This is an optimization exercise on Yosys and OpenROAD, whose aim is a short achievable clock period and few clock cycles, not a production implementation. RTL that was checked went through simulation tests only; none was proved equivalent to the original. For run 1, only the layout was checked, not whether the RTL still works. The clock cells of runs 5 and 6 come from the design's own scripts or RTL, not from TritonCTS. The clock input has no modelled driver; a real chip could not lean on it and would need a root buffer or a full tree. No activity file was given, so power comes from the tool's default toggle rates.

## flow/config.mk

```make
export PLATFORM = sky130hd
export DESIGN_NAME = pcf2127_rrc
export DESIGN_NICKNAME = pcf2127_rrc
export VERILOG_FILES = /design/flow/design.v
export SDC_FILE = /design/flow/constraint.sdc
export NUM_CORES = 4
export LEC_CHECK = 0
export CAP_MARGIN = 20
export CORE_MARGIN = 2
export CORE_UTILIZATION = 40
export PLACE_DENSITY = 0.6
export SLEW_MARGIN = 20
export SYNTH_HIERARCHICAL = 1
```

## flow/constraint.sdc

```tcl
create_clock -name core_clock -period 14.0 [get_ports {clk}]
set_input_delay 2.8000 -clock core_clock [delete_from_list [all_inputs] [get_ports {clk}]]
set_output_delay 2.8000 -clock core_clock [all_outputs]
set_load 0.01 [all_outputs]
```

## flow/design.v

```verilog
module pcf2127_rrc (
    input  wire        clk,
    input  wire        rst,           
    input  wire        cmd_valid,
    input  wire [55:0] cmd_word,
    output reg         busy,
    output reg         done,
    output reg  [2:0]  status,
    output reg         bus_init,
    output reg  [7:0]  bus_selid,
    output reg         sel,
    output wire        xfer_req,
    output reg         xfer_rd,
    output reg  [7:0]  xfer_txd,
    input  wire        xfer_ack,
    input  wire        xfer_err,
    input  wire [7:0]  xfer_rxd,
    output reg         diag_valid,
    output reg  [4:0]  diag_idx,
    output wire [7:0]  diag_val,
    output reg  [7:0]  t_second,
    output reg  [7:0]  t_minute,
    output reg  [7:0]  t_hour,
    output reg  [7:0]  t_day,
    output reg  [7:0]  t_weekday,
    output reg  [7:0]  t_month,
    output reg  [7:0]  t_year
);
    localparam [4:0] ALM_CTL_IDX  = 5'h01;
    localparam [4:0] PWR_CTL_IDX  = 5'h02;
    localparam [7:0] PWR_MASK     = 8'hE0;
    localparam [7:0] TSOFF_MASK   = 8'h40;
    localparam [7:0] CLKOUT_LP    = 8'h07;
    localparam [7:0] OTPR_MASK    = 8'h20;
    localparam [7:0] WDT_CLR_MASK = 8'hC3;
    localparam [7:0] WDT_SET_1HZ  = 8'h42;
    localparam [7:0] WDT_SET_60TH = 8'h43;
    localparam [7:0] WDT_CTL_OFF  = 8'h03;
    localparam [7:0] ALARM_OFF    = 8'h80;
    localparam [6:0] OTP_WAIT     = 7'd99;    
    localparam [2:0] ST_OK        = 3'd0;
    localparam [2:0] ST_ILLEGAL   = 3'd1;
    localparam [2:0] ST_NOT_INIT  = 3'd2;
    localparam [2:0] ST_RANGE     = 3'd3;
    localparam [2:0] ST_TRANSPORT = 3'd4;
    localparam [3:0] OP_RESET    = 4'h1;
    localparam [3:0] OP_OTP      = 4'h2;
    localparam [3:0] OP_LOWPWR   = 4'h3;
    localparam [3:0] OP_DUMP     = 4'h4;
    localparam [3:0] OP_SETTIME  = 4'h5;
    localparam [3:0] OP_READTIME = 4'h6;
    localparam [3:0] OP_ENALM    = 4'h7;
    localparam [3:0] OP_SETALM   = 4'h8;
    localparam [3:0] OP_CLRAF    = 4'h9;
    localparam [3:0] OP_DISALM   = 4'hA;
    localparam [3:0] OP_ENCDT    = 4'hB;
    localparam [3:0] OP_SETCDT   = 4'hC;
    localparam [3:0] OP_CLRCDTF  = 4'hD;
    localparam [3:0] OP_DISCDT   = 4'hE;
    localparam [2:0] K_END  = 3'd0;
    localparam [2:0] K_RD   = 3'd1;
    localparam [2:0] K_WR   = 3'd2;
    localparam [2:0] K_DIAG = 3'd3;
    localparam [2:0] K_FIN  = 3'd4;
    localparam S_IDLE = 0;
    localparam S_CHK  = 1;    
    localparam S_XFER = 2;    
    localparam S_GAP  = 3;    
    localparam S_DIAG = 4;    
    localparam S_FIN  = 5;    
    function [7:0] to_bcd7;
        input [6:0] n;
        begin
            case (n)
                7'd0: to_bcd7 = 8'h00;
                7'd1: to_bcd7 = 8'h01;
                7'd2: to_bcd7 = 8'h02;
                7'd3: to_bcd7 = 8'h03;
                7'd4: to_bcd7 = 8'h04;
                7'd5: to_bcd7 = 8'h05;
                7'd6: to_bcd7 = 8'h06;
                7'd7: to_bcd7 = 8'h07;
                7'd8: to_bcd7 = 8'h08;
                7'd9: to_bcd7 = 8'h09;
                7'd10: to_bcd7 = 8'h10;
                7'd11: to_bcd7 = 8'h11;
                7'd12: to_bcd7 = 8'h12;
                7'd13: to_bcd7 = 8'h13;
                7'd14: to_bcd7 = 8'h14;
                7'd15: to_bcd7 = 8'h15;
                7'd16: to_bcd7 = 8'h16;
                7'd17: to_bcd7 = 8'h17;
                7'd18: to_bcd7 = 8'h18;
                7'd19: to_bcd7 = 8'h19;
                7'd20: to_bcd7 = 8'h20;
                7'd21: to_bcd7 = 8'h21;
                7'd22: to_bcd7 = 8'h22;
                7'd23: to_bcd7 = 8'h23;
                7'd24: to_bcd7 = 8'h24;
                7'd25: to_bcd7 = 8'h25;
                7'd26: to_bcd7 = 8'h26;
                7'd27: to_bcd7 = 8'h27;
                7'd28: to_bcd7 = 8'h28;
                7'd29: to_bcd7 = 8'h29;
                7'd30: to_bcd7 = 8'h30;
                7'd31: to_bcd7 = 8'h31;
                7'd32: to_bcd7 = 8'h32;
                7'd33: to_bcd7 = 8'h33;
                7'd34: to_bcd7 = 8'h34;
                7'd35: to_bcd7 = 8'h35;
                7'd36: to_bcd7 = 8'h36;
                7'd37: to_bcd7 = 8'h37;
                7'd38: to_bcd7 = 8'h38;
                7'd39: to_bcd7 = 8'h39;
                7'd40: to_bcd7 = 8'h40;
                7'd41: to_bcd7 = 8'h41;
                7'd42: to_bcd7 = 8'h42;
                7'd43: to_bcd7 = 8'h43;
                7'd44: to_bcd7 = 8'h44;
                7'd45: to_bcd7 = 8'h45;
                7'd46: to_bcd7 = 8'h46;
                7'd47: to_bcd7 = 8'h47;
                7'd48: to_bcd7 = 8'h48;
                7'd49: to_bcd7 = 8'h49;
                7'd50: to_bcd7 = 8'h50;
                7'd51: to_bcd7 = 8'h51;
                7'd52: to_bcd7 = 8'h52;
                7'd53: to_bcd7 = 8'h53;
                7'd54: to_bcd7 = 8'h54;
                7'd55: to_bcd7 = 8'h55;
                7'd56: to_bcd7 = 8'h56;
                7'd57: to_bcd7 = 8'h57;
                7'd58: to_bcd7 = 8'h58;
                7'd59: to_bcd7 = 8'h59;
                7'd60: to_bcd7 = 8'h60;
                7'd61: to_bcd7 = 8'h61;
                7'd62: to_bcd7 = 8'h62;
                7'd63: to_bcd7 = 8'h63;
                7'd64: to_bcd7 = 8'h64;
                7'd65: to_bcd7 = 8'h65;
                7'd66: to_bcd7 = 8'h66;
                7'd67: to_bcd7 = 8'h67;
                7'd68: to_bcd7 = 8'h68;
                7'd69: to_bcd7 = 8'h69;
                7'd70: to_bcd7 = 8'h70;
                7'd71: to_bcd7 = 8'h71;
                7'd72: to_bcd7 = 8'h72;
                7'd73: to_bcd7 = 8'h73;
                7'd74: to_bcd7 = 8'h74;
                7'd75: to_bcd7 = 8'h75;
                7'd76: to_bcd7 = 8'h76;
                7'd77: to_bcd7 = 8'h77;
                7'd78: to_bcd7 = 8'h78;
                7'd79: to_bcd7 = 8'h79;
                7'd80: to_bcd7 = 8'h80;
                7'd81: to_bcd7 = 8'h81;
                7'd82: to_bcd7 = 8'h82;
                7'd83: to_bcd7 = 8'h83;
                7'd84: to_bcd7 = 8'h84;
                7'd85: to_bcd7 = 8'h85;
                7'd86: to_bcd7 = 8'h86;
                7'd87: to_bcd7 = 8'h87;
                7'd88: to_bcd7 = 8'h88;
                7'd89: to_bcd7 = 8'h89;
                7'd90: to_bcd7 = 8'h90;
                7'd91: to_bcd7 = 8'h91;
                7'd92: to_bcd7 = 8'h92;
                7'd93: to_bcd7 = 8'h93;
                7'd94: to_bcd7 = 8'h94;
                7'd95: to_bcd7 = 8'h95;
                7'd96: to_bcd7 = 8'h96;
                7'd97: to_bcd7 = 8'h97;
                7'd98: to_bcd7 = 8'h98;
                7'd99: to_bcd7 = 8'h99;
                default: to_bcd7 = 8'h00;
            endcase
        end
    endfunction
    function [7:0] from_bcd;
        input [7:0] b;
        begin
            from_bcd = b[7:4] * 8'd10 + {4'd0, b[3:0]};
        end
    endfunction
    function [7:0] default_image;
        input [4:0] i;
        begin
            case (i)
                5'h06: default_image = 8'h01;    
                5'h07: default_image = 8'h06;    
                5'h08: default_image = 8'h01;    
                5'h0A: default_image = 8'h80;    
                5'h0B: default_image = 8'h80;    
                5'h0C: default_image = 8'h80;    
                5'h0D: default_image = 8'h80;    
                5'h0E: default_image = 8'h80;    
                5'h0F: default_image = 8'h07;    
                5'h10: default_image = 8'h03;    
                5'h12: default_image = 8'h40;    
                5'h16: default_image = 8'h01;
                5'h17: default_image = 8'h01;
                5'h19: default_image = 8'h08;    
                default: default_image = 8'h00;
            endcase
        end
    endfunction
    function [13:0] desc;
        input [3:0] o;
        input [2:0] s;
        reg [2:0] kd;
        reg [4:0] ix;
        reg [4:0] ln;
        reg       wt;
        begin
            kd = K_END; ix = 5'h00; ln = 5'd0; wt = 1'b0;
            case (o)
                OP_RESET:
                    if (s == 3'd0) begin kd = K_WR; ix = 5'h00; ln = 5'd25; end
                OP_OTP:
                    case (s)
                        3'd0: begin kd = K_RD; ix = 5'h0F; end
                        3'd1: begin kd = K_WR; ix = 5'h0F; end
                        3'd2: begin kd = K_RD; ix = 5'h0F; wt = 1'b1; end
                        3'd3: begin kd = K_WR; ix = 5'h0F; end
                        default: ;
                    endcase
                OP_LOWPWR:
                    case (s)
                        3'd0: begin kd = K_RD; ix = PWR_CTL_IDX; end
                        3'd1: begin kd = K_RD; ix = 5'h12;       end
                        3'd2: begin kd = K_WR; ix = 5'h0F;       end
                        3'd3: begin kd = K_WR; ix = PWR_CTL_IDX; end
                        3'd4: begin kd = K_WR; ix = 5'h12;       end
                        default: ;
                    endcase
                OP_DUMP:
                    case (s)
                        3'd0: begin kd = K_RD; ix = 5'h00; ln = 5'd25; end
                        3'd1: kd = K_DIAG;
                        default: ;
                    endcase
                OP_SETTIME:
                    if (s == 3'd0) begin kd = K_WR; ix = 5'h03; ln = 5'd6; end
                OP_READTIME:
                    case (s)
                        3'd0: begin kd = K_RD; ix = 5'h03; ln = 5'd6; end
                        3'd1: kd = K_FIN;
                        default: ;
                    endcase
                OP_ENALM, OP_CLRAF, OP_ENCDT, OP_CLRCDTF:
                    case (s)
                        3'd0: begin kd = K_RD; ix = ALM_CTL_IDX; end
                        3'd1: begin kd = K_WR; ix = ALM_CTL_IDX; end
                        default: ;
                    endcase
                OP_SETALM, OP_DISALM:
                    case (s)
                        3'd0: begin kd = K_RD; ix = ALM_CTL_IDX;              end
                        3'd1: begin kd = K_WR; ix = ALM_CTL_IDX;              end
                        3'd2: begin kd = K_WR; ix = 5'h0A;       ln = 5'd4;   end
                        default: ;
                    endcase
                OP_SETCDT:
                    case (s)
                        3'd0: begin kd = K_RD; ix = ALM_CTL_IDX;              end
                        3'd1: begin kd = K_WR; ix = ALM_CTL_IDX;              end
                        3'd2: begin kd = K_RD; ix = 5'h10;                    end
                        3'd3: begin kd = K_WR; ix = 5'h10;       ln = 5'd1;   end
                        default: ;
                    endcase
                OP_DISCDT:
                    case (s)
                        3'd0: begin kd = K_RD; ix = ALM_CTL_IDX;              end
                        3'd1: begin kd = K_WR; ix = ALM_CTL_IDX;              end
                        3'd2: begin kd = K_WR; ix = 5'h10;       ln = 5'd1;   end
                        default: ;
                    endcase
                default: ;
            endcase
            desc = {kd, ix, ln, wt};
        end
    endfunction
    reg  [55:0] cw_q;         
    reg  [7:0]  rxd_q;        
    reg         rd_q;         
    reg         sh_en;        
    reg         f1, f2;       
    always @(posedge clk) begin
        cw_q  <= cmd_word;
        rxd_q <= xfer_rxd;
    end
    wire [7:0] c_opc = cw_q[55:48];
    wire c_illegal = (c_opc > 8'h0E);
    wire c_init    = (c_opc == 8'h00);
    reg  c_rbad;
    always @(*) begin
        case (c_opc)
            8'h05: c_rbad = !((cw_q[47:40] <= 8'd99) && (cw_q[39:32] <= 8'd12) &&
                              (cw_q[31:24] <= 8'd31) && (cw_q[23:16] <= 8'd23) &&
                              (cw_q[15:8] <= 8'd59) && (cw_q[7:0] <= 8'd59));
            8'h08: c_rbad = !((cw_q[31:24] <= 8'd59) && (cw_q[23:16] <= 8'd59) &&
                              (cw_q[15:8] <= 8'd23) && (cw_q[7:0] <= 8'd31));
            8'h0C: c_rbad = (cw_q[15:0] > 16'd15359);
            default: c_rbad = 1'b0;
        endcase
    end
    wire [13:0] c_d0    = desc(c_opc[3:0], 3'd0);
    wire [7:0]  c_addr0 = {(c_d0[13:11] == K_RD), 2'b01, c_d0[10:6]};
    reg        pd_illegal, pd_init, pd_rbad;
    reg [7:0]  pd_addr0;
    always @(posedge clk) begin
        pd_illegal <= c_illegal;
        pd_init    <= c_init;
        pd_rbad    <= c_rbad;
        pd_addr0   <= c_addr0;
    end
    reg  [5:0]  st;           
    reg  [2:0]  step;
    reg  [4:0]  kn;           
    reg         lastb;        
    reg  [6:0]  wcnt;
    reg         inited;
    reg  [55:0] ir;
    reg  [7:0]  bcd [0:5];    
    reg         per_small;    
    reg  [7:0]  rxb [0:24];   
    wire [3:0]  opc = ir[51:48];
    wire [47:0] A   = ir[47:0];
    assign xfer_req = sel;
    assign diag_val = rxb[0];
    wire loading = st[S_IDLE] | st[S_CHK];
    integer i;
    always @(posedge clk) begin
        if (loading) begin
            ir        <= cw_q;
            per_small <= (cw_q[15:0] <= 16'd60);
            for (i = 0; i < 6; i = i + 1)
                bcd[i] <= to_bcd7(cw_q[8 * i +: 7]);
        end
    end
    wire [13:0] cd = desc(opc, step);
    wire [13:0] nd = desc(opc, step + 3'd1);
    wire [2:0]  cd_kind  = cd[13:11];
    wire [7:0]  cd_addr  = {(cd_kind == K_RD), 2'b01, cd[10:6]};
    wire [4:0]  cd_lenm1 = cd[5:1];
    wire [2:0]  nd_kind  = nd[13:11];
    wire        nd_wait  = nd[0];
    reg [3:0]  dv_r;
    reg [7:0]  dv_x;
    reg [7:0]  dv_q;
    reg [3:0]  dv_n;
    wire [4:0] dv_t  = {dv_r, dv_x[7]};
    wire       dv_ge = (dv_t >= 5'd15);
    wire [4:0] dv_s  = dv_t - 5'd15;
    always @(posedge clk) begin
        if (loading) begin
            dv_r <= cw_q[13:10];
            dv_x <= cw_q[9:2];
            dv_q <= 8'h00;
            dv_n <= 4'd8;
        end else if (dv_n != 4'd0) begin
            dv_r <= dv_ge ? dv_s[3:0] : dv_t[3:0];
            dv_x <= {dv_x[6:0], 1'b0};
            dv_q <= {dv_q[6:0], dv_ge};
            dv_n <= dv_n - 4'd1;
        end
    end
    wire [15:0] period = A[15:0];
    wire [7:0]  ticks = per_small ? period[7:0] : dv_q;
    wire [7:0]  srcb  = per_small ? WDT_SET_1HZ : WDT_SET_60TH;
    wire [7:0] rb  = rxb[24];
    wire [7:0] rbp = rxb[23];
    reg [7:0] wdata;
    always @(*) begin
        wdata = 8'h00;
        case (opc)
            OP_RESET:
                wdata = default_image(kn);
            OP_OTP:
                if (step == 3'd1) wdata = rb | OTPR_MASK;
                else              wdata = rb & ~OTPR_MASK;
            OP_LOWPWR:
                case (step)
                    3'd2:    wdata = CLKOUT_LP;
                    3'd3:    wdata = rbp | PWR_MASK;
                    default: wdata = rb | TSOFF_MASK;
                endcase
            OP_SETTIME:
                case (kn)
                    5'd0:    wdata = bcd[0];
                    5'd1:    wdata = bcd[1];
                    5'd2:    wdata = bcd[2];
                    5'd3:    wdata = bcd[3];
                    5'd4:    wdata = 8'h00;
                    5'd5:    wdata = bcd[4];
                    default: wdata = bcd[5];
                endcase
            OP_ENALM:
                wdata = rb | 8'h02;
            OP_SETALM:
                if (step == 3'd1) wdata = rb | 8'h02;
                else
                    case (kn)
                        5'd0:    wdata = bcd[3] & 8'h7F;
                        5'd1:    wdata = bcd[2] & 8'h7F;
                        5'd2:    wdata = bcd[1] & 8'h7F;
                        5'd3:    wdata = bcd[0] & 8'h7F;
                        default: wdata = ALARM_OFF;
                    endcase
            OP_CLRAF:
                wdata = rb & ~8'h10;
            OP_DISALM:
                if (step == 3'd1) wdata = rb & ~8'h02;
                else              wdata = ALARM_OFF;
            OP_ENCDT:
                wdata = rb | 8'h01;
            OP_SETCDT:
                if (step == 3'd1)    wdata = rb | 8'h01;
                else if (kn == 5'd0) wdata = (rb & ~WDT_CLR_MASK) | srcb;
                else                 wdata = ticks;
            OP_CLRCDTF:
                wdata = rb & ~8'h08;
            OP_DISCDT:
                if (step == 3'd1)    wdata = rb & ~8'h01;
                else if (kn == 5'd0) wdata = WDT_CTL_OFF;
                else                 wdata = 8'h00;
            default: ;
        endcase
    end
    always @(posedge clk) begin
        if (sh_en) begin
            for (i = 0; i < 24; i = i + 1)
                rxb[i] <= rxb[i + 1];
            rxb[24] <= rxd_q;
        end
    end
    always @(posedge clk) begin
        if (st[S_FIN]) begin
            t_second  <= from_bcd(rxb[19]);
            t_minute  <= from_bcd(rxb[20]);
            t_hour    <= from_bcd(rxb[21]);
            t_day     <= from_bcd(rxb[22]);
            t_weekday <= from_bcd(rxb[23]);
            t_month   <= from_bcd(rxb[24]);
            t_year    <= from_bcd(rxd_q);
        end
    end
    wire pd_fresh = f1 & f2;
    wire chk      = st[S_CHK];
    wire       a_ill   = chk ? c_illegal : pd_illegal;
    wire       a_init  = chk ? c_init    : pd_init;
    wire       a_rbad  = chk ? c_rbad    : pd_rbad;
    wire [7:0] a_addr0 = chk ? c_addr0   : pd_addr0;
    reg  [5:0] a_st;
    reg        a_busy, a_done, a_sel, a_bus_init, a_inited;
    reg  [2:0] a_status;
    reg  [7:0] a_txd, a_selid;
    always @(*) begin
        a_st       = 6'd1 << S_IDLE;
        a_busy     = 1'b0;
        a_done     = 1'b1;
        a_sel      = 1'b0;
        a_bus_init = 1'b0;
        a_inited   = inited;
        a_status   = ST_OK;
        a_txd      = xfer_txd;
        a_selid    = bus_selid;
        if (a_ill) begin
            a_status = ST_ILLEGAL;
        end else if (a_init) begin
            a_selid    = cw_q[7:0];
            a_bus_init = 1'b1;
            a_inited   = 1'b1;
        end else if (!inited) begin
            a_status = ST_NOT_INIT;
        end else if (a_rbad) begin
            a_status = ST_RANGE;
        end else begin
            a_st     = 6'd1 << S_XFER;
            a_busy   = 1'b1;
            a_done   = 1'b0;
            a_sel    = 1'b1;
            a_txd    = a_addr0;
            a_status = status;
        end
    end
    localparam W = 6 + 1 + 1 + 3 + 1 + 1 + 8 + 1 + 1 + 8 + 1 + 5 + 5 + 1 + 3 + 7 + 1 + 1;
    wire [W-1:0] q_cur = {st, busy, done, status, sel, xfer_rd, xfer_txd, bus_init, inited,
                          bus_selid, diag_valid, diag_idx, kn, lastb, step, wcnt, rd_q, sh_en};
    localparam [W-1:0] RV = {6'd1 << S_IDLE, {(W - 6){1'b0}}};
    reg [5:0] d_st, g_st;
    reg       d_busy, g_busy, d_done, g_done, d_sel, g_sel, d_rd, g_rd;
    reg [2:0] d_status, g_status;
    reg [7:0] d_txd, g_txd, d_selid, g_selid;
    reg       d_bus_init, g_bus_init, d_inited, g_inited, d_dv, g_dv;
    reg [4:0] d_didx, g_didx, d_kn, g_kn;
    reg       d_lastb, g_lastb;
    reg [2:0] d_step, g_step;
    reg [6:0] d_wcnt, g_wcnt;
    reg       d_rdq, g_rdq;
    always @(*) begin
        d_st = st; d_busy = busy; d_done = 1'b0; d_status = status; d_sel = sel;
        d_rd = xfer_rd; d_txd = xfer_txd; d_bus_init = 1'b0; d_inited = inited;
        d_selid = bus_selid; d_dv = diag_valid; d_didx = diag_idx; d_kn = kn;
        d_lastb = lastb; d_step = step; d_wcnt = wcnt; d_rdq = 1'b0;
        if (st[S_IDLE]) begin
            d_dv = 1'b0;
        end
        if (st[S_CHK]) begin
            d_st = a_st; d_busy = a_busy; d_done = a_done; d_status = a_status;
            d_sel = a_sel; d_rd = 1'b0; d_txd = a_txd; d_bus_init = a_bus_init;
            d_inited = a_inited; d_selid = a_selid; d_kn = 5'd0; d_lastb = 1'b0;
            d_step = 3'd0;
        end
        if (st[S_GAP]) begin
            if (wcnt != 7'd0) begin
                d_wcnt = wcnt - 7'd1;
            end else begin
                d_st    = 6'd1 << S_XFER;
                d_sel   = 1'b1;
                d_txd   = cd_addr;
                d_rd    = 1'b0;
                d_kn    = 5'd0;
                d_lastb = 1'b0;
            end
        end
        if (st[S_DIAG]) begin
            d_didx = diag_idx + 5'd1;
            if (diag_idx == 5'd24) begin
                d_st     = 6'd1 << S_IDLE;
                d_status = ST_OK;
                d_done   = 1'b1;
                d_busy   = 1'b0;
            end
        end
        if (st[S_FIN]) begin
            d_st     = 6'd1 << S_IDLE;
            d_status = ST_OK;
            d_done   = 1'b1;
            d_busy   = 1'b0;
        end
    end
    always @(*) begin
        g_st = st; g_busy = busy; g_done = 1'b0; g_status = status; g_sel = sel;
        g_rd = xfer_rd; g_txd = xfer_txd; g_bus_init = 1'b0; g_inited = inited;
        g_selid = bus_selid; g_dv = diag_valid; g_didx = diag_idx; g_kn = kn;
        g_lastb = lastb; g_step = step; g_wcnt = wcnt; g_rdq = 1'b0;
        if (st[S_IDLE]) begin
            g_dv = 1'b0;
            if (pd_fresh) begin
                g_st = a_st; g_busy = a_busy; g_done = a_done; g_status = a_status;
                g_sel = a_sel; g_rd = 1'b0; g_txd = a_txd; g_bus_init = a_bus_init;
                g_inited = a_inited; g_selid = a_selid; g_kn = 5'd0; g_lastb = 1'b0;
                g_step = 3'd0;
            end else begin
                g_st   = 6'd1 << S_CHK;
                g_busy = 1'b1;
            end
        end else begin
            g_rdq = xfer_rd;
            if (lastb) begin
                g_sel  = 1'b0;
                g_step = step + 3'd1;
                g_wcnt = nd_wait ? OTP_WAIT : 7'd0;
                case (nd_kind)
                    K_END: begin
                        g_st     = 6'd1 << S_IDLE;
                        g_status = ST_OK;
                        g_done   = 1'b1;
                        g_busy   = 1'b0;
                    end
                    K_DIAG: begin
                        g_st   = 6'd1 << S_DIAG;
                        g_dv   = 1'b1;
                        g_didx = 5'd0;
                    end
                    K_FIN:   g_st = 6'd1 << S_FIN;
                    default: g_st = 6'd1 << S_GAP;
                endcase
            end else begin
                g_txd   = wdata;
                g_rd    = (cd_kind == K_RD);
                g_kn    = kn + 5'd1;
                g_lastb = (kn == cd_lenm1);
            end
        end
    end
    wire [W-1:0] n_def = {d_st, d_busy, d_done, d_status, d_sel, d_rd, d_txd, d_bus_init,
                          d_inited, d_selid, d_dv, d_didx, d_kn, d_lastb, d_step, d_wcnt,
                          d_rdq, d_rdq | d_dv};
    wire [W-1:0] n_go  = {g_st, g_busy, g_done, g_status, g_sel, g_rd, g_txd, g_bus_init,
                          g_inited, g_selid, g_dv, g_didx, g_kn, g_lastb, g_step, g_wcnt,
                          g_rdq, g_rdq | g_dv};
    wire [W-1:0] n_err = {6'd1 << S_IDLE, 1'b0, 1'b1, ST_TRANSPORT, 1'b0, xfer_rd, xfer_txd,
                          1'b0, inited, bus_selid, diag_valid, diag_idx, kn, lastb, step,
                          wcnt, 1'b0, diag_valid};
    wire [W-1:0] q_nxt;
    wire         f1_nxt;
    rrc_late #(.W(W), .RV(RV)) u_late (
        .rst(rst), .cmd_valid(cmd_valid), .xfer_ack(xfer_ack), .xfer_err(xfer_err),
        .idle(st[S_IDLE]), .xfer(st[S_XFER]), .busy(busy),
        .n_def(n_def), .n_go(n_go), .n_err(n_err), .q(q_nxt), .f1(f1_nxt)
    );
    always @(posedge clk) begin
        {st, busy, done, status, sel, xfer_rd, xfer_txd, bus_init, inited,
         bus_selid, diag_valid, diag_idx, kn, lastb, step, wcnt, rd_q, sh_en} <= q_nxt;
        f1 <= f1_nxt;
        f2 <= f1_nxt & f1;
    end
endmodule
module rrc_late #(
    parameter integer W = 1,
    parameter [W-1:0] RV = {W{1'b0}}
) (
    input  wire         rst,
    input  wire         cmd_valid,
    input  wire         xfer_ack,
    input  wire         xfer_err,
    input  wire         idle,
    input  wire         xfer,
    input  wire         busy,
    input  wire [W-1:0] n_def,
    input  wire [W-1:0] n_go,
    input  wire [W-1:0] n_err,
    output wire [W-1:0] q,
    output wire         f1
);
    wire ev_err = xfer & xfer_err;
    wire ev_go  = (xfer & xfer_ack) | (idle & cmd_valid);
    assign q  = rst ? RV : ev_err ? n_err : ev_go ? n_go : n_def;
    assign f1 = !rst & cmd_valid & busy;
endmodule
```

## flow/flow/run.sh

```bash
#!/bin/bash
set -euo pipefail
bash standard.sh SETUP_SLACK_MARGIN=10 MATCH_CELL_FOOTPRINT=0 finish > orfs_make.log 2>&1
```

## flow/standard.sh

```bash
#!/bin/bash
# synth_recipe.tcl (not shown) runs the flow's synth.tcl, then flattens the netlist and writes it again
# the make line also repeats each setting of config.mk as NAME=value (left out here)
make -C /OpenROAD-flow-scripts/flow DESIGN_CONFIG=/design/flow/config.mk WORK_HOME=/design/flow/orfs CLKGATE_MAP_FILE= SYNTH_SCRIPT=/design/flow/synth_recipe.tcl "${@:-finish}"
```

==> flow_summary.ini, run 1 <==
[timing]
period_needed_ps = 4019
slew_headroom_pct = 30.12
finClkSkew_ps = 33.09
tightest_slew_ps = 1047
finalMaxSlewViolations = 0
fin_crit_sh_pct = 28.70
report.final.setup_viol = 0
max_clock_freq_mhz = 248.8
rsz0062_at_grt = yes
timing.final.hold_violations = 0
setup_tns_ps = 0

[finish]
area_growth_pct = 15.77
finalNetCount = 2452
utilization_pct = 46.73
final_area_sq_um = 27480
multi_input_area_sq_um = 10020
n_antenna_cell = 0
layout_common_cells = 329 x edfxtp_1, 185 x nand2_1, 179 x nor2_1
drive_above_1_share_pct = 11.55
fillCellCount = 5371
layout_commonest_cell = edfxtp_1
regArea_sq_um = 12820

[floorplan]
die_w_um = 247.6
die_h_um = 247.6
core_sq_um = 58800
io_pins = 164
placementRows = 89
die-area_sq_um = 61300
initial_utilization_pct = 40.37

[setup_path]
worstPathArrival_ps = 1220
start_kind = flip-flop
criticalPathCategory = reg2out
path_depth = 1
path_buf_inv = 1
path_cells = clkbuf_2
cp_top_family = flip-flops
crit_path_end_kind = output port
cpPeakStageDelay_ps = 430
required_ps = 11200
worst-path-max-fanout = 1
cp_slowest_cell = edfxtp_1
reg2reg_depth = 8

[detailed_routing]
antenna_left = 0
drt_iter0_drc = 1080
drc_errors = 0
totalWireLength_mm = 58.10
num_vias = 17067
detail_route.first_pass.iterations = 6
viasPerCell = 5.518
wl_per_cell_um = 18.79

[global_route]
grt_pass1_wl_mm = 90.65
grt_remaining_overflow = 0
track_usage_pct = 18.59
grt_start_max_net_pins = 84
antenna_found_initial = 0
grt_pass1_vias = 16351

[placed_design]
io_buffers = 163
place_area_sq_um = 25760
place.gp.congestion = 0.9164
dp_hpwl_mm = 39.29

[clocking]
numCtsBuffers = 51
clock_path_buffers = 3
clkTransAtPathRegs_ps = 60
cts_tree = yes
hold_buffers = 0
cts_max_level = 2
root_buffer = clkbuf_16
clock_latency_ps = 620
clock_sinks = 474

[power_and_ir_drop]
pwr_density_cell_nw_per_um2 = 119.1
p_leak_nw = 10.79
ir_drop_uv = 100.9

[logic_synthesis]
yosys_warnings = 9
synth_area_per_cell_sq_um = 10.91
postSynthCellCount = 2176
syn_area_sq_um = 23740

[worst_hold_path]
min_path_type = reg2reg
min_delay_path_depth = 0

[flow_run]
maxCapViolCount = 0

[outcome]
status = complete, no violations
## final timing paths
| path | start | end | slack, ps |
|---|---|---|---|
| worst max-delay path | t_month[1] | t_month[1] | 9980 |
| worst min-delay path | rxb[16][0] | rxb[15][0] | 410 |
| worst max register to register | cw_q[6] | st[0] | 10490 |
| worst min register to register | rxb[16][0] | rxb[15][0] | 410 |
## flip-flops by register name, summed over array words and instances, names as in the netlist, 7 cells and up, named ones only
register,count
bcd,48
dv_q,8
bus_selid,8
cw_q,56
t_day,8
t_weekday,8
t_month,8
t_second,8
rxd_q,8
t_minute,8
t_hour,8
ir,12
t_year,8
dv_x,8
wcnt,7
rxb,200
xfer_txd,8
## what timing repair did
| item | CTS | global route |
|---|---|---|
| pin swaps | 7 | 2 |
| gates cloned | 2 | 1 |
| endpoints found under the setup margin | 155 | 67 |
| setup buffers | 12 | 0 |
| resized for setup | 177 | 28 |
## through the flow
step	cells	power, mW	setup WS, ps	hold WS [ps]
floorplan	2189	1.800	9728	400.3
global placement	2984	1.896	8268	400.3
detailed placement	2984	1.900	8236	404.5
CTS	3092	3.311	9942	402.0
global route	3093	3.400	9954	411.6
finish	3093	3.273	9981	405.6
## per-layer routing
| metal | GRT usage (%) | wire, um | part of all wire, % | up-vias |
|---|---|---|---|---|
| met5 | 0 | 0 | 0 | - |
| met3 | 2.541 | 2751 | 4.7 | 96 |
| met1 | 24.12 | 25070 | 43 | 8262 |
| met4 | 6.692 | 1674 | 2.9 | 0 |
| met2 | 31.74 | 28600 | 49 | 473 |
| li1 | - | - | - | 8236 |
## cell type report
class,count,area share [%]
timing repair buffer,194,5.824
sequential,474,46.66
tap,773,3.520
multi-input combinational,1480,36.46
clock buffer,63,5.032
inverter,78,1.066
clock inverter,31,1.448
## power by group
| group | switching [mW] | leakage [nW] | internal, mW |
|---|---|---|---|
| clock network | 0.579 | 0.853 | 0.821 |
| registers | 0.0586 | 4.31 | 1.54 |
| logic | 0.153 | 5.63 | 0.117 |
## worst register-to-register path, cell delays in order (launching register included)
cell       delay, ps
dfxtp_1          510
nor4_1           640
o2111ai_1        380
o2111ai_1        530
a41o_1           400
a21oi_1          170
or2_1            280
a2111oi_0        390
a311oi_1          70
==> inputs of run 2 (changes only) <==
--- a/flow/design.v
+++ b/flow/design.v
@@ -187,19 +187,11 @@
         begin
-            case (i)
-                5'h06: default_image = 8'h01;    
-                5'h07: default_image = 8'h06;    
-                5'h08: default_image = 8'h01;    
-                5'h0A: default_image = 8'h80;    
-                5'h0B: default_image = 8'h80;    
-                5'h0C: default_image = 8'h80;    
-                5'h0D: default_image = 8'h80;    
-                5'h0E: default_image = 8'h80;    
-                5'h0F: default_image = 8'h07;    
-                5'h10: default_image = 8'h03;    
-                5'h12: default_image = 8'h40;    
-                5'h16: default_image = 8'h01;
-                5'h17: default_image = 8'h01;
-                5'h19: default_image = 8'h08;    
-                default: default_image = 8'h00;
-            endcase
+            default_image[7] = (i >= 5'h0A) && (i <= 5'h0E);
+            default_image[6] = (i == 5'h12);
+            default_image[5] = 1'b0;
+            default_image[4] = 1'b0;
+            default_image[3] = (i == 5'h19);
+            default_image[2] = (i == 5'h07) || (i == 5'h0F);
+            default_image[1] = (i == 5'h07) || (i == 5'h0F) || (i == 5'h10);
+            default_image[0] = (i == 5'h06) || (i == 5'h08) || (i == 5'h0F) ||
+                               (i == 5'h10) || (i == 5'h16) || (i == 5'h17);
         end
@@ -325,3 +317,4 @@
     reg         per_small;    
-    reg  [7:0]  rxb [0:24];   
+    reg  [7:0]  rx0;          
+    reg  [7:0]  rxb [1:24];   
     wire [3:0]  opc = ir[51:48];
@@ -329,3 +322,3 @@
     assign xfer_req = sel;
-    assign diag_val = rxb[0];
+    assign diag_val = rx0;
     wire loading = st[S_IDLE] | st[S_CHK];
@@ -429,5 +422,8 @@
     end
+    wire [7:0] rx0_nxt;
+    rrc_hold #(.W(8)) u_hold_rx0 (.en(sh_en), .d(rxb[1]), .q(rx0), .nx(rx0_nxt));
     always @(posedge clk) begin
+        rx0 <= rx0_nxt;
         if (sh_en) begin
-            for (i = 0; i < 24; i = i + 1)
+            for (i = 1; i < 24; i = i + 1)
                 rxb[i] <= rxb[i + 1];
@@ -436,12 +432,10 @@
     end
+    wire [55:0] t_cur = {t_second, t_minute, t_hour, t_day, t_weekday, t_month, t_year};
+    wire [55:0] t_new = {from_bcd(rxb[19]), from_bcd(rxb[20]), from_bcd(rxb[21]),
+                         from_bcd(rxb[22]), from_bcd(rxb[23]), from_bcd(rxb[24]),
+                         from_bcd(rxd_q)};
+    wire [55:0] t_nxt;
+    rrc_hold #(.W(56)) u_hold_t (.en(st[S_FIN]), .d(t_new), .q(t_cur), .nx(t_nxt));
     always @(posedge clk) begin
-        if (st[S_FIN]) begin
-            t_second  <= from_bcd(rxb[19]);
-            t_minute  <= from_bcd(rxb[20]);
-            t_hour    <= from_bcd(rxb[21]);
-            t_day     <= from_bcd(rxb[22]);
-            t_weekday <= from_bcd(rxb[23]);
-            t_month   <= from_bcd(rxb[24]);
-            t_year    <= from_bcd(rxd_q);
-        end
+        {t_second, t_minute, t_hour, t_day, t_weekday, t_month, t_year} <= t_nxt;
     end
@@ -632 +626,11 @@
 endmodule
+module rrc_hold #(
+    parameter integer W = 1
+) (
+    input  wire         en,
+    input  wire [W-1:0] d,
+    input  wire [W-1:0] q,
+    output wire [W-1:0] nx
+);
+    assign nx = en ? d : q;
+endmodule
==> flow/flow/run.sh (replaced) <==
#!/bin/bash
set -euo pipefail
bash standard.sh SETUP_SLACK_MARGIN=11 MATCH_CELL_FOOTPRINT=0 finish > orfs_make.log 2>&1
==> run 2 against run 1 <==
Net effect: non-clock buffer count is 51 higher; largest cell class unchanged; synthesized area is 0.32% higher; critical path depth stayed put; combinational power is 61% higher; die area is 0.32% higher; clock skew is 11 ps higher.
==> flow_summary.ini, run 2 <==
[finish]
final_area_sq_um = 28640
multi_input_area_sq_um = 10860
layout_commonest_cell = edfxtp_1
drive_above_1_share_pct = 20.86
area_growth_pct = 20.28
reg_top3 = rxb x192, cw_q x56, bcd x48
fillCellCount = 5267
regArea_sq_um = 12200
n_antenna_cell = 0
layout_common_cells = 265 x edfxtp_1, 183 x nand2_1, 175 x nor2_1
finalNetCount = 2532
largest_register_ffs = 192
regMostFlops = rxb
stdcell_count = 3175

[setup_path]
reg2reg_slack_ps = 10790
required_ps = 11200
worstPathArrival_ps = 1090
path_buf_inv = 1
cp_slowest_cell = dfxtp_4
worst-path-max-fanout = 3
criticalPathCategory = reg2out
cp_top_family = flip-flops
cpPeakStageDelay_ps = 360
path_cells = buf_6
crit_path_end_kind = output port
start_kind = flip-flop

[floorplan]
die_h_um = 248.0
placementRows = 89
die-area_sq_um = 61500
io_pins = 164
initial_utilization_pct = 40.42
die_w_um = 248.0
core_sq_um = 58910

[timing]
finalMaxSlewViolations = 0
tightest_slew_ps = 983.8
period_needed_ps = 3890
finClkSkew_ps = 44.47
timing.final.hold_violations = 0
setup_tns_ps = 0
report.final.setup_viol = 0
fin_crit_sh_pct = 27.78
slew_headroom_pct = 34.41
rsz0062_at_grt = yes
max_clock_freq_mhz = 257.1

[global_route]
grt_start_max_net_pins = 93
grt_remaining_overflow = 0
grt_pass1_wl_mm = 91.73
grt_pass1_vias = 16624
track_usage_pct = 18.69
antenna_found_initial = 0

[detailed_routing]
dr_wl_met3_mm = 2.347
top_layer = met4
num_vias = 17362
antenna_left = 0
wl_met1_mm = 25.74
detail_route.first_pass.iterations = 5
totalWireLength_mm = 58.58
viasPerCell = 5.468
wl_met2_mm = 28.90
wl_per_cell_um = 18.45
drc_errors = 0
drt_iter0_drc = 1223

[placed_design]
dp_hpwl_mm = 38.51
placed_cells = 3017
place_area_sq_um = 25910
place.gp.congestion = 0.8647
io_buffers = 163

[power_and_ir_drop]
ir_drop_uv = 161.6
pwr_density_cell_nw_per_um2 = 121.2
finalPower_mw = 3.472
p_leak_nw = 11.08

[clocking]
clock_path_buffers = 3
numCtsBuffers = 52
clock_sinks = 468
clkTransAtPathRegs_ps = 60
clock_latency_ps = 610
cts_max_level = 2
cts_tree = yes
hold_buffers = 0
root_buffer = clkbuf_16

[logic_synthesis]
syn_area_sq_um = 23810
yosys_warnings = 11
postSynthCellCount = 2209
synth_area_per_cell_sq_um = 10.78

[worst_hold_path]
min_path_type = reg2reg

[outcome]
status = complete, no violations

[flow_run]
maxCapViolCount = 0
-- run 2: where the power goes --
group,leakage [nW],total [mW],switching (mW),internal [mW]
clock,0.887,1.42,0.572,0.850
combinational,5.97,0.434,0.198,0.236
sequential,4.22,1.62,0.0810,1.53
-- run 2: repair_timing --
item / 4_1_cts / 5_1_grt
gates resized for setup: 446 / 27
setup endpoints to repair: 151 / 149
cloned: 9 / 0
pin swaps: 16 / 14
buffers inserted: 47 / 4
-- run 2: routing by layer --
metal  global-route usage [%]  vias up
li1                         -     8421
met1                    24.61     8454
met2                    31.92      387
met3                    2.346      100
met4                    5.882        0
met5                        0        -
-- run 2: path summary, 6_finish.rpt --
kind                            cells past startpoint          end        from
worst max register to register                      9  xfer_txd[0]       kn[4]
worst min register to register                      0   rxb[17][1]  rxb[18][1]
worst max-delay path                                1          sel         sel
worst min-delay path                                0   rxb[17][1]  rxb[18][1]
-- run 2: cell type report --
class                           instances  area share [%]
Sequential cell                       468           42.60
Clock inverter                         27           1.123
Clock buffer                           71           5.242
Timing Repair Buffer                  245           8.746
Inverter                               75          0.9829
Tap cell                              773           3.377
Multi-Input combinational cell       1516           37.93
-- run 2: per-stage QoR --
| step | util, % | setup slack (ps) | hold WS [ps] |
|---|---|---|---|
| 6_report | 48.62 | 10110 | 391.6 |
| 5_1_grt | 48.62 | 10070 | 379.7 |
| 4_1_cts | 48.41 | 10070 | 380.0 |
| 3_5_place_dp | 43.98 | 9192 | 404.5 |
| 3_3_place_gp | 43.98 | 9269 | 403.3 |
| 2_1_floorplan | - | 10330 | 400.3 |
Testbench counts of run 2, summed over its fixed seeds: cycles 398,866.
==> inputs of run 3 (changes only) <==
--- a/flow/config.mk
+++ b/flow/config.mk
@@ -9,4 +9,4 @@
 export CORE_MARGIN = 2
-export CORE_UTILIZATION = 40
-export PLACE_DENSITY = 0.6
+export CORE_UTILIZATION = 65
+export PLACE_DENSITY = 0.75
 export SLEW_MARGIN = 20
==> run 3 against run 2 <==
Net effect: still clean on timing, DRC and antenna; worst setup slack better by 16 ps; clock-buffer cell count down 17; first-iteration DRC count up 5.6%; utilization up 29 points; register-to-register slack worse by 20 ps; critical endpoint is now t_second[4]; largest cell class unchanged.
==> flow_summary.ini, run 3 <==
[detailed_routing]
wl_per_cell_um = 19.59
drc_errors = 0
top_layer = met4
drt_iter0_drc = 1292
wl_met2_mm = 28.58
dr_wl_met3_mm = 3.065
num_vias = 17598
antenna_left = 0
wl_met1_mm = 22.62
totalWireLength_mm = 56.10
detail_route.first_pass.iterations = 6
viasPerCell = 6.147

[setup_path]
worst-path-max-fanout = 2
start_kind = flip-flop
required_ps = 11200
path_cells = buf_6
reg2reg_slack_ps = 10770
cp_top_family = flip-flops
crit_path_start = t_second[4]
path_depth = 1
reg2reg_depth = 11
rr_startpoint = kn[0]
cp-endpoint = t_second[4]
path_buf_inv = 1
cpPeakStageDelay_ps = 360
crit_path_end_kind = output port
criticalPathCategory = reg2out
rr_endpoint = xfer_txd[0]
worstPathArrival_ps = 1070
cp_slowest_cell = dfxtp_2

[outcome]
status = complete, no violations

[flow_run]
maxCapViolCount = 0

[global_route]
grt_pass1_vias = 16797
track_usage_pct = 28.56
antenna_found_initial = 0
grt_start_max_net_pins = 92
grt_pass1_wl_mm = 87.46
grt_remaining_overflow = 0

[worst_hold_path]
min_path_type = reg2reg

[clocking]
numCtsBuffers = 47
clock_path_buffers = 3
cts_max_level = 2
clock_sinks = 468
clock_latency_ps = 590
cts_tree = yes
clkTransAtPathRegs_ps = 60
root_buffer = clkbuf_16

[logic_synthesis]
synth_area_per_cell_sq_um = 10.78
syn_area_sq_um = 23810
postSynthCellCount = 2209
yosys_warnings = 11

[floorplan]
die-area_sq_um = 38180
die_h_um = 195.4
core_sq_um = 36350
initial_utilization_pct = 65.51
io_pins = 164
placementRows = 70
die_w_um = 195.4

[power_and_ir_drop]
p_leak_nw = 11.00
pwr_density_cell_nw_per_um2 = 119.0
ir_drop_uv = 124.0

[finish]
layout_commonest_cell = edfxtp_1
area_growth_pct = 17.76
stdcell_count = 2863
final_area_sq_um = 28040
drive_above_1_share_pct = 20.46
layout_common_cells = 265 x edfxtp_1, 183 x nand2_1, 175 x nor2_1
regMostFlops = rxb
largest_register_ffs = 192
finalNetCount = 2531
n_antenna_cell = 0
reg_top3 = rxb x192, cw_q x56, bcd x48

[timing]
slew_headroom_pct = 31.04
period_needed_ps = 3873
rsz0062_at_grt = yes
tightest_slew_ps = 1034
report.final.setup_viol = 0
finalMaxSlewViolations = 0
setup_ws_ps = 10130
timing.final.hold_violations = 0
max_clock_freq_mhz = 258.2
fin_crit_sh_pct = 27.67
finClkSkew_ps = 22.52
setup_tns_ps = 0

[placed_design]
placed_cells = 2706
place.gp.congestion = 0.9577
place_area_sq_um = 25480
place_ws_ps = 9227
io_buffers = 163
dp_hpwl_mm = 35.20
## run 3: per-layer routing
| layer | up-vias | global-route usage [%] |
|---|---|---|
| li1 | 8405 | - |
| met1 | 8433 | 35.94 |
| met2 | 624 | 50.03 |
| met3 | 136 | 3.903 |
| met4 | 0 | 11.31 |
| met5 | - | 0 |
## run 3: worst reg2reg max path, delay by kind of cell (launching register included)
family	cells	cell delay, ps
AND/OR/NAND/NOR	1	200
adder cells (fa/ha/maj)	1	290
multiplexers	1	190
AO/OA/AOI/OAI	6	1500
flip-flops	1	500
buffers and inverters	2	420
## run 3: final cells by class
type                       count  area, sq um
clock inverter                33        354.1
sequential                   468        12180
clock buffer                  54         1222
tap                          468        585.6
fill                        2296         8307
timing repair buffer         249         2536
multi-input combinational   1516        10880
inverter                      75        281.5
## run 3: per-stage QoR
| step | utilization [%] | power (mW) | hold WS [ps] |
|---|---|---|---|
| 5_1_grt | 77.15 | 3.453 | 419.8 |
| 6_report | 77.15 | 3.338 | 407.1 |
| 2_1_floorplan | - | 1.864 | 400.3 |
| 4_1_cts | 76.50 | 3.343 | 414.7 |
| 3_5_place_dp | 70.10 | 2.020 | 404.5 |
| 3_3_place_gp | 70.10 | 2.009 | 401.7 |
## run 3: timing repair
item | 4_1_cts | 5_1_grt
setup buffers | 48 | 12
pin swaps | 22 | 16
endpoints found under the hold margin | 0 | 0
endpoints found under the setup margin | 151 | 149
gates cloned | 9 | 0
gates resized for setup | 435 | 27
hold buffers | 0 | 0
## run 3: where the power goes
part	total, mW	internal (mW)	switching, mW
Combinational	0.437	0.239	0.199
Sequential	1.61	1.53	0.0805
Clock	1.29	0.758	0.529
## run 3: worst min path at each step
stage	startpoint	endpoint	slack, ps	cells past startpoint
floorplan	rxb[11][0]	rxb[10][0]	400	0
global placement	rxb[2][7]	rxb[1][7]	400	0
detailed placement	rxb[14][5]	rxb[13][5]	400	0
CTS	rxb[8][2]	rxb[7][2]	410	0
global route	rxb[10][6]	rxb[9][6]	420	0
finish	rxb[8][6]	rxb[7][6]	410	0
==> inputs of run 4 (changes only) <==
--- a/flow/config.mk
+++ b/flow/config.mk
@@ -9,4 +9,6 @@
 export CORE_MARGIN = 2
-export CORE_UTILIZATION = 65
-export PLACE_DENSITY = 0.75
+export CORE_UTILIZATION = 60
+export CTS_CLUSTER_DIAMETER = 120
+export CTS_CLUSTER_SIZE = 30
+export PLACE_DENSITY = 0.7
 export SLEW_MARGIN = 20
==> run 4 against run 3 <==
Net effect: largest cell class unchanged; global-route usage shrank 2.7 points; clock skew is essentially flat; clock-buffer cell count shrank 23; via count shrank 2.0%; first-iteration DRC count grew 6.9%; worst hold slack gained 21 ps; highest routed layer unchanged; clock power shrank 48%; register-to-register slack gained 30 ps.
==> flow_summary.ini, run 4 <==
[floorplan]
die_w_um = 203.2
placementRows = 72
die_h_um = 203.2
initial_utilization_pct = 61.19
io_pins = 164
core_sq_um = 38920
die-area_sq_um = 41300

[setup_path]
worst-path-max-fanout = 2
cpPeakStageDelay_ps = 380
required_ps = 11200
path_cells = buf_6
criticalPathCategory = reg2out
cp_top_family = flip-flops
reg2reg_slack_ps = 10800
path_buf_inv = 1
crit_path_end_kind = output port
start_kind = flip-flop
worstPathArrival_ps = 1060
path_depth = 1
reg2reg_depth = 11
cp_slowest_cell = dfxtp_4

[clocking]
clock_sinks = 468
root_buffer = clkbuf_16
clock_latency_ps = 560
clock_path_buffers = 3
cts_tree = yes
cts_max_level = 1
clkTransAtPathRegs_ps = 120
hold_buffers = 0
numCtsBuffers = 19

[timing]
timing.final.hold_violations = 0
report.final.setup_viol = 0
period_needed_ps = 3864
slew_headroom_pct = 31.45
fin_crit_sh_pct = 27.60
finClkSkew_ps = 22.69
finalMaxSlewViolations = 0
rsz0062_at_grt = yes
max_clock_freq_mhz = 258.8
tightest_slew_ps = 1027
setup_tns_ps = 0

[finish]
regMostFlops = rxb
drive_above_1_share_pct = 18.39
n_antenna_cell = 0
reg_top3 = rxb x192, cw_q x56, bcd x48
stdcell_count = 2851
layout_common_cells = 265 x edfxtp_1, 183 x nand2_1, 175 x nor2_1
area_growth_pct = 13.51
largest_register_ffs = 192
layout_commonest_cell = edfxtp_1
finalNetCount = 2495

[global_route]
antenna_found_initial = 0
grt-busiest-layer = met2
track_usage_pct = 25.85
met1_usage_pct = 34.83
grt.met3_usage_pct = 2.333
grt_remaining_overflow = 0
use_met2_pct = 44.53
grt_pass1_vias = 15994
grt_pass1_wl_mm = 85.97
grt_start_max_net_pins = 90

[power_and_ir_drop]
p_clk_share_pct = 24.7
seqPwrFrac_pct = 59.5
p_leak_nw = 10.45
ir_drop_uv = 130.3
switchingPower_uw = 679.4
pwr_density_cell_nw_per_um2 = 100.2
comb_power_share_pct = 15.9
switching_share_pct = 25.08
power.internal_mw = 2.029

[detailed_routing]
totalWireLength_mm = 54.93
viasPerCell = 6.046
detail_route.first_pass.iterations = 8
drt_iter0_drc = 1381
num_vias = 17238
wl_per_cell_um = 19.27
antenna_left = 0
drc_errors = 0

[worst_hold_path]
min_path_type = reg2reg
min_delay_path_depth = 0

[placed_design]
place.gp.congestion = 0.9000
io_buffers = 163
dp_hpwl_mm = 35.64
placed_cells = 2756

[logic_synthesis]
syn_area_sq_um = 23810
postSynthCellCount = 2209
yosys_warnings = 11
synth_area_per_cell_sq_um = 10.78

[flow_run]
maxCapViolCount = 0

[outcome]
status = complete, no violations
run 4: stage by stage:
stage          utilization (%)  hold WS (ps)  setup slack [ps]  instance area, sq um  power (mW)
5_1_grt                  69.45         438.3             10110                 27030       2.819
6_report                 69.45         427.9             10140                 27030       2.709
3_5_place_dp             65.63         404.5              9157                 25540       2.023
3_3_place_gp             65.63         404.4              9282                 25540       2.014
4_1_cts                  68.95         426.2             10110                 26830       2.725
2_1_floorplan                -         400.3             10330                 24100       1.864
run 4: per-layer routing:
| metal | share of wire, % | vias to the layer above |
|---|---|---|
| met5 | 0 | - |
| met4 | 3.2 | 0 |
| met3 | 4.5 | 99 |
| met2 | 50 | 508 |
| met1 | 43 | 8326 |
| li1 | - | 8305 |
run 4: power groups by stage:
stage	clock network, mW	registers (mW)	logic, mW
floorplan	0	1.62	0.247
global placement	0	1.63	0.380
detailed placement	0	1.64	0.386
CTS	0.692	1.61	0.423
global route	0.734	1.62	0.463
finish	0.668	1.61	0.430
run 4: area by class of cell:
class                           count  area (sq um)
Timing Repair Buffer              240          2489
Tap cell                          518         648.1
Clock buffer                       31         520.5
Clock inverter                      2         25.02
Fill cell                        2882         11890
Multi-Input combinational cell   1517         10880
Sequential cell                   468         12180
Inverter                           75         281.5
run 4: path summary, 6_finish.rpt:
| kind | start | end |
|---|---|---|
| hold reg to reg | rxb[4][4] | rxb[3][4] |
| setup reg to reg | kn[0] | xfer_txd[7] |
| hold / removal | rxb[4][4] | rxb[3][4] |
| setup / recovery | xfer_txd[0] | xfer_txd[0] |
run 4: repair_timing:
action,in CTS,in global routing
buffers inserted,46,5
pin swaps,20,18
gates cloned,9,1
endpoints found under the setup margin,151,150
gates resized for setup,430,26
==> inputs of run 5 (changes only) <==
==> flow/flow/run.sh (replaced) <==
#!/bin/bash
set -euo pipefail
KNOBS="SETUP_SLACK_MARGIN=11 MATCH_CELL_FOOTPRINT=0"
bash standard.sh $KNOBS place > orfs_place.log 2>&1
MCTS_LEAF_SINKS=30 MCTS_ROOTS=4 MCTS_SETUP_MARGIN=11 \
  openroad -no_init -exit flow/cts.tcl > cts.log 2>&1
bash standard.sh $KNOBS finish > orfs_finish.log 2>&1
==> flow/flow/cts.tcl (new file) <==
# Clock tree step in place of ORFS's TritonCTS run: a hand-built two-level
# tree (flow/manual_cts.tcl), then the same repair and legalisation that
# ORFS's cts step does, written where ORFS's later steps read it.
set P $::env(FLOW_HOME)/platforms/sky130hd
set R [pwd]/orfs/results/sky130hd/pcf2127_rrc/base
read_lef $P/lef/sky130_fd_sc_hd.tlef
read_lef $P/lef/sky130_fd_sc_hd_merged.lef
read_liberty $P/lib/sky130_fd_sc_hd__tt_025C_1v80.lib
read_db $R/3_place.odb
read_sdc $R/3_place.sdc
source $P/setRC.tcl
set_dont_use {sky130_fd_sc_hd__probe_p_8 sky130_fd_sc_hd__probec_p_8 sky130_fd_sc_hd__lpflow_*}

source [file join [file dirname [info script]] manual_cts.tcl]
manual_cts clk $::env(MCTS_LEAF_SINKS) $::env(MCTS_ROOTS) sky130_fd_sc_hd__clkbuf_16

set_propagated_clock [all_clocks]
detailed_placement
estimate_parasitics -placement
report_clock_latency
repair_timing -setup_margin $::env(MCTS_SETUP_MARGIN) -hold_margin 0 -repair_tns 100 -verbose
detailed_placement
check_placement -verbose
estimate_parasitics -placement
report_clock_latency
report_worst_slack -max
report_worst_slack -min

write_db $R/4_1_cts.odb
write_sdc -no_timestamp $R/4_cts.sdc
file copy -force $R/4_1_cts.odb $R/4_cts.odb
==> flow/flow/manual_cts.tcl (new file) <==
# Two-level clock tree built by hand: the clock port drives NROOT root
# buffers; each root drives a share of the leaf buffers; each leaf buffer
# drives a cluster of about LEAF_SINKS flip-flop clock pins next to it.
# All buffers are sky130_fd_sc_hd__clkbuf_16 and every flip-flop sees the
# same number of buffers between the port and its clock pin.
proc mcts_center {inst} {
  set bb [$inst getBBox]
  return [list [expr {([$bb xMin] + [$bb xMax]) / 2}] [expr {([$bb yMin] + [$bb yMax]) / 2}]]
}

proc mcts_split {items n key} {
  # sort items (lists whose element $key is the coordinate) and cut into n
  # nearly equal consecutive groups
  set s [lsort -integer -index $key $items]
  set len [llength $s]
  set out {}
  for {set g 0} {$g < $n} {incr g} {
    set a [expr {($g * $len) / $n}]
    set b [expr {(($g + 1) * $len) / $n - 1}]
    if {$b >= $a} { lappend out [lrange $s $a $b] }
  }
  return $out
}

proc mcts_place {inst x y} {
  set m [$inst getMaster]
  $inst setLocation [expr {$x - [$m getWidth] / 2}] [expr {$y - [$m getHeight] / 2}]
  $inst setPlacementStatus PLACED
}

proc manual_cts {clk_name leaf_sinks nroot bufname} {
  set block [ord::get_db_block]
  set master [[ord::get_db] findMaster $bufname]
  set clk [$block findNet $clk_name]
  set sinks {}
  foreach it [$clk getITerms] {
    set inst [$it getInst]
    lassign [mcts_center $inst] x y
    lappend sinks [list $x $y $it]
  }
  set n [llength $sinks]
  set k [expr {int(ceil(double($n) / $leaf_sinks))}]
  set nx [expr {int(ceil(sqrt($k)))}]
  set ny [expr {int(ceil(double($k) / $nx))}]
  puts "manual_cts: $n sinks, $nx x $ny leaf clusters, $nroot roots"
  set leaves {}
  set li 0
  foreach strip [mcts_split $sinks $nx 0] {
    foreach grp [mcts_split $strip $ny 1] {
      set sx 0; set sy 0
      foreach s $grp { set sx [expr {$sx + [lindex $s 0]}]; set sy [expr {$sy + [lindex $s 1]}] }
      set cx [expr {$sx / [llength $grp]}]; set cy [expr {$sy / [llength $grp]}]
      set inst [odb::dbInst_create $block $master "clkbuf_leaf_${li}_$clk_name"]
      set net [odb::dbNet_create $block "clknet_leaf_${li}_$clk_name"]
      $net setSigType CLOCK
      [$inst findITerm X] connect $net
      foreach s $grp {
        set it [lindex $s 2]
        $it disconnect
        $it connect $net
      }
      mcts_place $inst $cx $cy
      lappend leaves [list $cx $cy $inst]
      incr li
    }
  }
  # roots: split the leaves into nroot groups along the longer side
  set ri 0
  foreach grp [mcts_split $leaves $nroot 0] {
    set sx 0; set sy 0
    foreach s $grp { set sx [expr {$sx + [lindex $s 0]}]; set sy [expr {$sy + [lindex $s 1]}] }
    set cx [expr {$sx / [llength $grp]}]; set cy [expr {$sy / [llength $grp]}]
    set inst [odb::dbInst_create $block $master "clkbuf_root_${ri}_$clk_name"]
    set net [odb::dbNet_create $block "clknet_root_${ri}_$clk_name"]
    $net setSigType CLOCK
    [$inst findITerm X] connect $net
    [$inst findITerm A] connect $clk
    foreach s $grp { [[lindex $s 2] findITerm A] connect $net }
    mcts_place $inst $cx $cy
    incr ri
  }
  puts "manual_cts: [llength $leaves] leaf buffers, $ri root buffers"
}
--- a/flow/config.mk
+++ b/flow/config.mk
@@ -9,6 +9,4 @@
 export CORE_MARGIN = 2
-export CORE_UTILIZATION = 60
-export CTS_CLUSTER_DIAMETER = 120
-export CTS_CLUSTER_SIZE = 30
-export PLACE_DENSITY = 0.7
+export CORE_UTILIZATION = 65
+export PLACE_DENSITY = 0.75
 export SLEW_MARGIN = 20
==> run 5 against run 4 <==
Net effect: critical path depth is the same; synthesized area stayed put; total power fell by 1.1%; via count up 0.66%; worst hold slack got worse by 11 ps; cell area is essentially flat; wire length shrank 1.6%; combinational power is 1% higher; worst setup slack gained 210 ps; cell count decreased by 2.1%; critical path type unchanged; largest power group unchanged; highest routed layer unchanged.
==> flow_summary.ini, run 5 <==
[outcome]
status = complete, no violations

[finish]
n_antenna_cell = 0
largest_register_ffs = 192
area_growth_pct = 13.41
reg_top3 = rxb x192, cw_q x56, bcd x48
stdcell_count = 2792
layout_common_cells = 265 x edfxtp_1, 183 x nand2_1, 175 x nor2_1
finalNetCount = 2500
layout_commonest_cell = edfxtp_1
utilization_pct = 74.30
drive_above_1_share_pct = 18.46
regMostFlops = rxb
final_area_sq_um = 27010

[timing]
finClkSkew_ps = 33.12
finalMaxSlewViolations = 0
rsz0062_at_grt = yes
setup_tns_ps = 0
setup_ws_ps = 10340
slew_headroom_pct = 30.73
timing.final.hold_violations = 0
max_clock_freq_mhz = 273.4
fin_crit_sh_pct = 26.12
period_needed_ps = 3657
report.final.setup_viol = 0
fin_hold_ws_ps = 417.4
tightest_slew_ps = 1039

[power_and_ir_drop]
finalPower_mw = 2.679
ir_drop_uv = 79.81
pwr_density_cell_nw_per_um2 = 99.21
p_leak_nw = 10.49

[setup_path]
path_buf_inv = 1
worst-path-max-fanout = 4
required_ps = 11200
cp_top_family = flip-flops
crit_path_end_kind = output port
criticalPathCategory = reg2out
cpPeakStageDelay_ps = 390
worstPathArrival_ps = 860
start_kind = flip-flop
cp_slowest_cell = dfxtp_4
path_cells = buf_6

[logic_synthesis]
postSynthCellCount = 2209
synth_area_per_cell_sq_um = 10.78
yosys_warnings = 11
syn_area_sq_um = 23810

[global_route]
grt_pass1_vias = 16119
grt_start_max_net_pins = 92
grt_remaining_overflow = 0
antenna_found_initial = 0
grt_pass1_wl_mm = 83.49
track_usage_pct = 26.64

[worst_hold_path]
min_path_type = reg2reg

[detailed_routing]
totalWireLength_mm = 54.08
wl_per_cell_um = 19.37
num_vias = 17352
detail_route.first_pass.iterations = 6
drt_iter0_drc = 1443
drc_errors = 0
viasPerCell = 6.215
antenna_left = 0

[floorplan]
die_w_um = 195.4
die-area_sq_um = 38180
die_h_um = 195.4
initial_utilization_pct = 65.51
io_pins = 164
core_sq_um = 36350
placementRows = 70

[placed_design]
io_buffers = 163
dp_hpwl_mm = 35.20
place.gp.congestion = 0.9577
place_ws_ps = 9227
place_area_sq_um = 25480
placed_cells = 2706

[flow_run]
maxCapViolCount = 0

[clocking]
clock_latency_ps = 360
clkTransAtPathRegs_ps = 120
run 5: changes by cell type in the layout (fill, tap and decap cells not counted), moves of 4 or more:
cell,delta
buf_4,+6
clkdlybuf4s50_1,-4
clkbuf_1,-12
dfxtp_1,+4
dlymetal6s2s_1,+4
buf_6,-4
run 5: path summary, 6_finish.rpt:
| check | start | slack (ps) | endpoint | cells after the start |
|---|---|---|---|---|
| hold / removal | rxb[9][5] | 420 | rxb[8][5] | 0 |
| hold reg to reg | rxb[9][5] | 420 | rxb[8][5] | 0 |
| setup reg to reg | kn[1] | 10670 | xfer_txd[5] | 11 |
| setup / recovery | xfer_txd[0] | 10340 | xfer_txd[0] | 1 |
run 5: report_power, final:
part	internal, mW	switching [mW]
logic	0.238	0.197
registers	1.53	0.0789
clock network	0.260	0.374
total	2.03	0.650
run 5: area by class of cell:
cell class / count / area [sq um]
inverter: 75 / 281.5
tap: 468 / 585.6
multi-input combinational: 1517 / 10910
sequential: 468 / 12170
timing repair buffer: 244 / 2554
fill: 2452 / 9341
buffer: 20 / 500.5
run 5: metal layers:
layer	global-route usage (%)	share of wire, %	vias up
li1	-	-	8290
met1	35.54	42	8405
met2	47.79	50	562
met3	1.071	4.2	95
met4	7.407	3.1	0
met5	0	0	-
==> inputs of run 6 (changes only) <==
--- a/flow/flow/run.sh
+++ b/flow/flow/run.sh
@@ -4,3 +4,3 @@
 bash standard.sh $KNOBS place > orfs_place.log 2>&1
-MCTS_LEAF_SINKS=30 MCTS_ROOTS=4 MCTS_SETUP_MARGIN=11 \
+MCTS_LEAF_SINKS=24 MCTS_ROOTS=4 MCTS_SETUP_MARGIN=11 \
   openroad -no_init -exit flow/cts.tcl > cts.log 2>&1
==> run 6 against run 5 <==
Net effect: still clean on timing, DRC and antenna; register-to-register slack got worse by 90 ps; utilization is essentially flat; maximum frequency shrank 0.37%; critical path depth stayed put; clock power increased by 9.8%; synthesized area unchanged; global-route usage up 0.23 points; largest power group unchanged; highest routed layer unchanged.
==> flow_summary.ini, run 6 <==
[floorplan]
core_sq_um = 36350
die_w_um = 195.4
placementRows = 70
die_h_um = 195.4
initial_utilization_pct = 65.51
die-area_sq_um = 38180
io_pins = 164

[worst_hold_path]
min_path_type = reg2reg

[finish]
stdcell_count = 2797
largest_register_ffs = 192
fillCellCount = 2461
final_area_sq_um = 27020
drive_above_1_share_pct = 18.46
finalNetCount = 2505
layout_commonest_cell = edfxtp_1
n_antenna_cell = 0
regMostFlops = rxb
reg_top3 = rxb x192, cw_q x56, bcd x48
multi_input_area_sq_um = 10850
layout_common_cells = 265 x edfxtp_1, 183 x nand2_1, 175 x nor2_1
regArea_sq_um = 12170
area_growth_pct = 13.47

[detailed_routing]
num_vias = 17356
antenna_left = 0
drc_errors = 0
detail_route.first_pass.iterations = 5
wl_per_cell_um = 19.02
viasPerCell = 6.205
drt_iter0_drc = 1393
totalWireLength_mm = 53.19

[timing]
slew_headroom_pct = 27.14
rsz0062_at_grt = yes
timing.final.hold_violations = 0
finClkSkew_ps = 47.94
report.final.setup_viol = 0
setup_tns_ps = 0
tightest_slew_ps = 1065
fin_crit_sh_pct = 26.22
finalMaxSlewViolations = 0
max_clock_freq_mhz = 272.4
period_needed_ps = 3671

[placed_design]
placed_cells = 2706
dp_hpwl_mm = 35.20
place.gp.congestion = 0.9577
io_buffers = 163
place_area_sq_um = 25480

[setup_path]
criticalPathCategory = reg2out
worst-path-max-fanout = 4
path_buf_inv = 1
crit_path_end_kind = output port
cp_slowest_cell = dfxtp_4
worstPathArrival_ps = 870
cpPeakStageDelay_ps = 380
cp_top_family = flip-flops
path_cells = buf_6
start_kind = flip-flop
required_ps = 11200

[power_and_ir_drop]
pwr_density_cell_nw_per_um2 = 101.5
switchingPower_uw = 661.8
p_clk_share_pct = 25.4
seqPwrFrac_pct = 58.7
power.internal_mw = 2.079
switching_share_pct = 24.14
p_leak_nw = 10.53
comb_power_share_pct = 15.9
ir_drop_uv = 104.3

[global_route]
track_usage_pct = 26.87
antenna_found_initial = 0
grt_pass1_vias = 16330
grt_pass1_wl_mm = 84.12
grt_remaining_overflow = 0
grt_start_max_net_pins = 92

[clocking]
clock_latency_ps = 370
clkTransAtPathRegs_ps = 100

[outcome]
status = complete, no violations

[flow_run]
maxCapViolCount = 0

[logic_synthesis]
synth_area_per_cell_sq_um = 10.78
postSynthCellCount = 2209
syn_area_sq_um = 23810
yosys_warnings = 11
==> run 6: layout make-up <==
cell class / instances / area share, %
plain buffers: 24 / 2.223
flip-flops and latches: 468 / 45.05
inverters: 75 / 1.042
repair buffers: 246 / 9.350
multi-input cells: 1516 / 40.16
well taps: 468 / 2.167
==> run 6: routing by layer <==
layer  routed length, um  share of wire (%)  vias to the layer above  global-route usage (%)
met5                   0                  0                        -                       0
met4                1639                3.1                        0                   7.803
met3                2612                4.9                      107                   1.416
met2               26780                 50                      565                   47.87
met1               22160                 42                     8372                   35.78
li1                    -                  -                     8312                       -
==> run 6: final timing paths <==
path | from | endpoint | slack [ps] | cells after the start
max | xfer_txd[0] | xfer_txd[0] | 10330 | 1
min | rxb[8][6] | rxb[7][6] | 420 | 0
max reg2reg | kn[1] | xfer_txd[5] | 10580 | 11
min reg2reg | rxb[8][6] | rxb[7][6] | 420 | 0
==> run 6: power by group through the flow <==
stage | Sequential [mW] | Clock, mW | Combinational (mW)
finish | 1.61 | 0.697 | 0.435
global route | 1.62 | 0.756 | 0.468
detailed placement | 1.64 | 0 | 0.385
global placement | 1.63 | 0 | 0.376
floorplan | 1.62 | 0 | 0.247
==> run 6: through the flow <==
stage | util [%] | setup slack [ps] | hold WS [ps] | power (mW)
3_3_place_gp | 70.10 | 9287 | 401.7 | 2.009
2_1_floorplan | - | 10330 | 400.3 | 1.864
3_5_place_dp | 70.10 | 9227 | 404.5 | 2.020
5_1_grt | 74.33 | 10320 | 422.8 | 2.845
6_report | 74.33 | 10330 | 419.0 | 2.741

-- re-timing with driven ports --
The results above use ideal ports. As a check the final layouts listed here were re-extracted and re-timed, cells and wires unchanged.
Step 1 (the two cells are an assumption about what drives the block):
set clk [get_ports {clk}]
set_driving_cell -lib_cell sky130_fd_sc_hd__clkbuf_16 $clk
set_driving_cell -lib_cell sky130_fd_sc_hd__buf_2 [delete_from_list [all_inputs] $clk]
Step 2 times the ports against the registers' clock, not the clock port: input delays grow and output delays shrink by t, the midpoint of the rising clock arrivals with the driver on.
Three values: ideal ports, drivers, drivers and shift; two values: the first two.
run	t (ns)	setup WS [ns]	hold slack, ns	worst data-port slew with drivers (ns)
run 1	0.669	9.981 / 9.919 / 9.554	0.406 / 0.406 / 0.406	0.07
run 2	0.649	10.110 / 10.051 / 9.979	0.392 / 0.392 / 0.392	0.04
run 3	0.637	10.127 / 10.072 / 9.945	0.407 / 0.407 / 0.407	0.05
run 4	0.609	10.136 / 10.080 / 9.988	0.428 / 0.428 / 0.428	0.05
run 5	0.432	10.343 / 10.248 / 10.069	0.417 / 0.417 / 0.417	0.17
run 6	0.440	10.329 / 10.233 / 10.006	0.419 / 0.419 / 0.419	0.06
After both steps setup and hold are still met in every run listed. The setup slack of run 1, which loses most, moves by -0.062 ns with the drivers and by -0.427 ns with both steps.
